Source: an optimization exercise on an open RTL-to-GDS flow (aim: small area, a short achievable clock period and few clock cycles). Production flows keep margins and buffers that such runs may drop.

==> inputs of 03-05 <==
==> flow/design.v <==
module hl_rx_core (
    input  wire        clk,
    input  wire        rst,           
    input  wire        cmd_valid,
    input  wire [31:0] cmd_word,
    output wire        cmd_ready,
    output reg         rsp_valid,
    output reg  [7:0]  rsp_status,
    output reg  [31:0] rsp_value,
    output reg  [7:0]  rsp_flags,
    output reg         frm_valid,
    output reg  [7:0]  frm_data
);
    localparam [7:0] OP_CRC_INIT    = 8'h01;
    localparam [7:0] OP_CRC_FEED    = 8'h02;
    localparam [7:0] OP_CRC_READ    = 8'h03;
    localparam [7:0] OP_RX_START    = 8'h20;
    localparam [7:0] OP_RX_APPEND   = 8'h21;
    localparam [7:0] OP_RX_SCAN     = 8'h22;
    localparam [7:0] OP_STATUS_READ = 8'h30;
    localparam [7:0] ST_OK          = 8'd0;
    localparam [7:0] ST_RX_OVERFLOW = 8'd6;
    localparam [7:0] ST_ILLEGAL_OP  = 8'd7;
    localparam [7:0] ST_RX_DONE     = 8'd9;
    function [15:0] crc_byte;
        input [15:0] r;
        input [7:0]  b;
        integer k;
        reg [15:0] c;
        reg [7:0]  d;
        begin
            c = r;
            d = b;
            for (k = 0; k < 8; k = k + 1) begin
                if ((c[0] ^ d[0]) == 1'b1)
                    c = (c >> 1) ^ 16'hA001;
                else
                    c = c >> 1;
                d = d >> 1;
            end
            crc_byte = c;
        end
    endfunction
    function [15:0] crc_drop;
        input [7:0] b;
        begin
            crc_drop = {8'h00, b} << 4 ^ {8'h00, b} << 6 ^ {8'h00, b} << 7;
        end
    endfunction
    reg [15:0] crc_reg;
    reg [8:0]  len;                  
    reg        loop_mode;
    reg        found;
    reg        done;
    reg        rxf_present;
    reg [9:1]  err_sticky;
    reg [7:0]  bank0 [0:127];
    reg [7:0]  bank1 [0:127];
    reg        act;                  
    reg [6:0]  und;                  
    reg [15:0] rcrc;                 
    reg [1:0]  nfr;                  
    reg [7:0]  pdisc;                
    reg [7:0]  stg;                  
    reg        app_p;                
    reg        feed_p;               
    reg        rdy;
    reg        eb;                   
    reg [7:0]  ecnt;                 
    assign cmd_ready = rdy;
    wire       accept = cmd_valid && rdy;
    wire [7:0] op     = cmd_word[7:0];
    wire [7:0] arg    = cmd_word[31:24];
    wire z16   = (cmd_word[23:8] == 16'h0000);
    wire is_01 = (op == OP_CRC_INIT);
    wire is_02 = (op == OP_CRC_FEED);
    wire is_03 = (op == OP_CRC_READ);
    wire is_20 = (op == OP_RX_START);
    wire is_21 = (op == OP_RX_APPEND);
    wire is_22 = (op == OP_RX_SCAN);
    wire is_30 = (op == OP_STATUS_READ);
    wire legal = z16 && (((is_01 || is_03 || is_22 || is_30) && arg == 8'h00) ||
                         is_02 || is_21 || (is_20 && arg[7:1] == 7'h00));
    wire l_crc  = !op[5];                        
    wire l_rx   = op[5] && !op[4];               
    wire l_stat = op[4];                         
    wire l_init = l_crc && !op[1];
    wire l_feed = l_crc && op[1] && !op[0];
    wire l_read = l_crc && op[1] && op[0];
    wire l_start = l_rx && !op[1] && !op[0];
    wire l_app   = l_rx && op[0];
    wire l_scan  = l_rx && op[1];
    wire acc_ok  = accept && legal;
    wire full_buf = (len == 9'd256);
    wire do_app  = acc_ok && l_app && !done && !full_buf;
    wire [7:0]  a_new  = act ? bank1[0]   : bank0[0];     
    wire [7:0]  a_old  = act ? bank1[126] : bank0[126];   
    wire [15:0] rstep  = crc_byte(rcrc, a_new);
    wire        full   = (und == 7'd127);
    wire        win_ok = full && ({stg, a_new} == ~rcrc);
    wire        dec_f  = app_p && win_ok;                 
    wire        dec_d  = app_p && full && !win_ok;        
    wire [6:0]  und_n   = !app_p ? und : dec_f ? 7'd0 : dec_d ? 7'd127 : und + 7'd1;
    wire [1:0]  nfr_n   = nfr + {1'b0, dec_f};
    wire        act_n   = act ^ dec_f;
    wire [7:0]  pdisc_n = pdisc + {7'h00, dec_d};
    wire        nz      = (nfr_n != 2'd0);
    wire [15:0] crc_n   = feed_p ? crc_byte(crc_reg, stg) : crc_reg;
    wire        ebn   = (nfr_n == 2'd2) ? act_n : !act_n;
    wire        lag   = dec_f && (nfr == 2'd0);
    wire [7:0]  fb    = ebn ? (lag ? bank1[126] : bank1[127])
                            : (lag ? bank0[126] : bank0[127]);
    wire sh0 = (app_p && !act) || (frm_valid && !eb);
    wire sh1 = (app_p &&  act) || (frm_valid &&  eb);
    integer i;
    always @(posedge clk) begin
        if (sh0) begin
            for (i = 127; i > 0; i = i - 1) bank0[i] <= bank0[i-1];
            bank0[0] <= stg;
        end
        if (sh1) begin
            for (i = 127; i > 0; i = i - 1) bank1[i] <= bank1[i-1];
            bank1[0] <= stg;
        end
    end
    always @(posedge clk) begin
        stg <= arg;
        if (frm_valid && ecnt != 8'd128)
            frm_data <= eb ? bank1[126] : bank0[126];
        else if (frm_valid)
            frm_data <= eb ? bank0[127] : bank1[127];
        else
            frm_data <= fb;
    end
    wire [31:0] status_word = {err_sticky, 1'b0, 2'b00, rxf_present, 1'b0,
                               loop_mode, done, found, len};
    always @(posedge clk) begin
        if (app_p) begin
            if (und == 7'd0)
                rcrc <= 16'h0000;
            else if (dec_d)
                rcrc <= rstep ^ crc_drop(a_old);
            else
                rcrc <= rstep;
        end
    end
    always @(posedge clk) begin
        if (rst) begin
            crc_reg     <= 16'h0000;
            len         <= 9'd0;
            loop_mode   <= 1'b0;
            found       <= 1'b0;
            done        <= 1'b0;
            rxf_present <= 1'b0;
            err_sticky  <= 9'h000;
            act         <= 1'b0;
            und         <= 7'd0;
            nfr         <= 2'd0;
            pdisc       <= 8'h00;
            app_p       <= 1'b0;
            feed_p      <= 1'b0;
            rdy         <= 1'b1;
            eb          <= 1'b0;
            ecnt        <= 8'h00;
            rsp_valid   <= 1'b0;
            frm_valid   <= 1'b0;
        end else begin
            rsp_valid <= 1'b0;
            app_p     <= do_app;
            feed_p    <= acc_ok && l_feed;
            crc_reg   <= crc_n;
            und       <= und_n;
            nfr       <= nfr_n;
            act       <= act_n;
            pdisc     <= pdisc_n;
            if (frm_valid) begin
                ecnt <= ecnt - 8'd1;
                if (ecnt == 8'd128)
                    eb <= !eb;
                if (ecnt == 8'd1) begin
                    rsp_valid <= 1'b1;
                    rdy       <= 1'b1;
                end
                if (ecnt == 8'd0)
                    frm_valid <= 1'b0;
            end
            if (accept) begin
                rsp_valid <= 1'b1;
                if (!legal) begin
                    err_sticky[7] <= 1'b1;
                end else if (l_init) begin
                    crc_reg <= 16'h0000;
                end else if (l_start) begin
                    len         <= 9'd0;
                    und         <= 7'd0;
                    nfr         <= 2'd0;
                    pdisc       <= 8'h00;
                    loop_mode   <= arg[0];
                    found       <= 1'b0;
                    done        <= 1'b0;
                    rxf_present <= 1'b0;
                end else if (l_app) begin
                    if (done)
                        err_sticky[9] <= 1'b1;
                    else if (full_buf)
                        err_sticky[6] <= 1'b1;
                    else
                        len <= len + 9'd1;
                end else if (l_scan) begin
                    if (done) begin
                        err_sticky[9] <= 1'b1;
                    end else begin
                        found <= nz;
                        if (!loop_mode && nz)
                            done <= 1'b1;
                        if (nz)
                            rxf_present <= 1'b1;
                        len   <= {2'b00, und_n};
                        pdisc <= 8'h00;
                        nfr   <= 2'd0;
                        if (nz) begin
                            rsp_valid <= 1'b0;
                            rdy       <= 1'b0;
                            frm_valid <= 1'b1;
                            eb        <= ebn;
                            ecnt      <= (nfr_n == 2'd2) ? 8'd255 : 8'd127;
                        end
                    end
                end
            end
        end
    end
    always @(posedge clk) begin
        if (accept) begin
            rsp_status <= ST_OK;
            rsp_value  <= 32'h0;
            rsp_flags  <= 8'h00;
            if (!legal) begin
                rsp_status <= ST_ILLEGAL_OP;
                rsp_value  <= cmd_word;
            end else if (l_read) begin
                rsp_value  <= {16'h0000, ~crc_n};
            end else if (l_stat) begin
                rsp_value  <= status_word;
            end else if (l_app) begin
                if (done) begin
                    rsp_status <= ST_RX_DONE;
                end else if (full_buf) begin
                    rsp_status <= ST_RX_OVERFLOW;
                    rsp_value  <= 32'd257;
                end else begin
                    rsp_value  <= {23'h0, len + 9'd1};
                end
            end else if (l_scan) begin
                if (done) begin
                    rsp_status <= ST_RX_DONE;
                end else begin
                    rsp_value  <= {24'h0, pdisc_n};
                    rsp_flags  <= {6'h00, (!loop_mode && nz) | done, nz};
                end
            end
        end
    end
endmodule
==> flow/run.sh <==
#!/bin/bash
# synth_recipe.tcl (not shown) runs the flow's synth.tcl, then flattens the netlist and writes it again
# the make line also repeats each setting of config.mk as NAME=value (left out here)
make -C /OpenROAD-flow-scripts/flow DESIGN_CONFIG=/design/flow/config.mk WORK_HOME=/design/flow/orfs CLKGATE_MAP_FILE= SYNTH_SCRIPT=/design/flow/synth_recipe.tcl finish
==> flow/config.mk <==
export PLATFORM = sky130hd
export DESIGN_NAME = hl_rx_core
export DESIGN_NICKNAME = hl_rx_core
export VERILOG_FILES = /design/flow/design.v
export SDC_FILE = /design/flow/constraint.sdc
export NUM_CORES = 4
export LEC_CHECK = 0
export CAP_MARGIN = 50
export CORE_MARGIN = 2
export CORE_UTILIZATION = 60
export CTS_CLUSTER_DIAMETER = 100
export CTS_CLUSTER_SIZE = 30
export PLACE_DENSITY = 0.7
export SETUP_SLACK_MARGIN = 5
export SLEW_MARGIN = 70
==> flow/constraint.sdc <==
create_clock -name core_clock -period 10.0 [get_ports {clk}]
set_input_delay 2.0000 -clock core_clock [delete_from_list [all_inputs] [get_ports {clk}]]
set_output_delay 2.0000 -clock core_clock [all_outputs]
set_load 0.01 [all_outputs]
==> 04-23 (differences from 03-05) <==
==> flow/flow/run.sh (new file) <==
#!/bin/bash
set -euo pipefail
bash standard.sh SETUP_SLACK_MARGIN=6.0 finish > standard.log 2>&1
==> flow/standard.sh (new file) <==
#!/bin/bash
# synth_recipe.tcl (not shown) runs the flow's synth.tcl, then flattens the netlist and writes it again
# the make line also repeats each setting of config.mk as NAME=value (left out here)
make -C /OpenROAD-flow-scripts/flow DESIGN_CONFIG=/design/flow/config.mk WORK_HOME=/design/flow/orfs CLKGATE_MAP_FILE= SYNTH_SCRIPT=/design/flow/synth_recipe.tcl "${@:-finish}"
SETUP_SLACK_MARGIN = not set   (was 5)
removed: flow/run.sh
==> flow_metrics.py <==
metrics = {
    "worst_setup_path": {
        "crit_arrival_ns": 5.25,
        "worstSetupEndpoint": "frm_data[0]",
    },
    "drt": {
        "met2WireLength_um": 38800,
        "wl_per_cell_um": 19.6,
        "viasPerCell": 5.39,
        "wl_met1_um": 45600,
        "drtPass1Iterations": 6,
    },
    "global_routing": {
        "grtUsageTotal_pct": 15.6,
        "global_route.usage.met3_pct": 2.77,
        "grt_pass1_wl_um": 142000,
    },
    "layout": {
        "fin_nets": 3067,
    },
    "status": {
        "status": "finished clean",
    },
}
the above is filed under 03-05

==> flow_metrics.py <==
metrics = {
    "layout": {
        "fin_nets": 3085,
        "area_growth_pct": 9.60,
    },
    "drt": {
        "met2WireLength_um": 39100,
        "wl_per_cell_um": 19.7,
        "drtIter0Drc": 2006,
        "drtPass1Iterations": 5,
        "wl_met1_um": 45700,
    },
    "status": {
        "status": "finished clean",
    },
    "yosys": {
        "synth.area.top_cells": "edfxtp_1 92%, dfxtp_1 2.3%, xnor2_1 0.84%, nor2_1 0.54%, mux2i_1 0.44%",
        "yosys.cell_types.count": 70,
    },
    "global_routing": {
        "grt_pass1_wl_um": 143000,
        "global_route.usage.met3_pct": 2.75,
    },
    "worst_setup_path": {
        "crit_arrival_ns": 4.52,
    },
}
the above is filed under 04-23

Function was not checked in any run of this note: the RTL went through the layout flow alone.

-- port drivers added, routing unchanged --
Ports are ideal in the flow. The routed layouts listed here were re-timed in OpenROAD. Step 1 assumes that a clkbuf_16 drives the clock port and a buf_2 every other input. Step 2, shift: input delay + t, output delay - t, t = (earliest + latest rising clock arrival at the registers) / 2. This alone moves slack from input paths to output paths. Three values: ideal ports, drivers, drivers and shift; two values: the first two.
run | t, ns | setup WS [ns] | hold WS [ns] | worst setup path after step 2
03-05 | 0.749 | 5.330 / 5.330 / 4.674 | 0.411 / 0.411 / 0.411 | input to register
04-23 | 0.749 | 6.095 / 6.069 / 5.397 | 0.411 / 0.411 / 0.411 | input to register
After both steps setup and hold are still met in every run listed. For 04-23, which loses most, drivers alone change the setup slack by -0.026 ns; drivers and shift together by -0.698 ns.
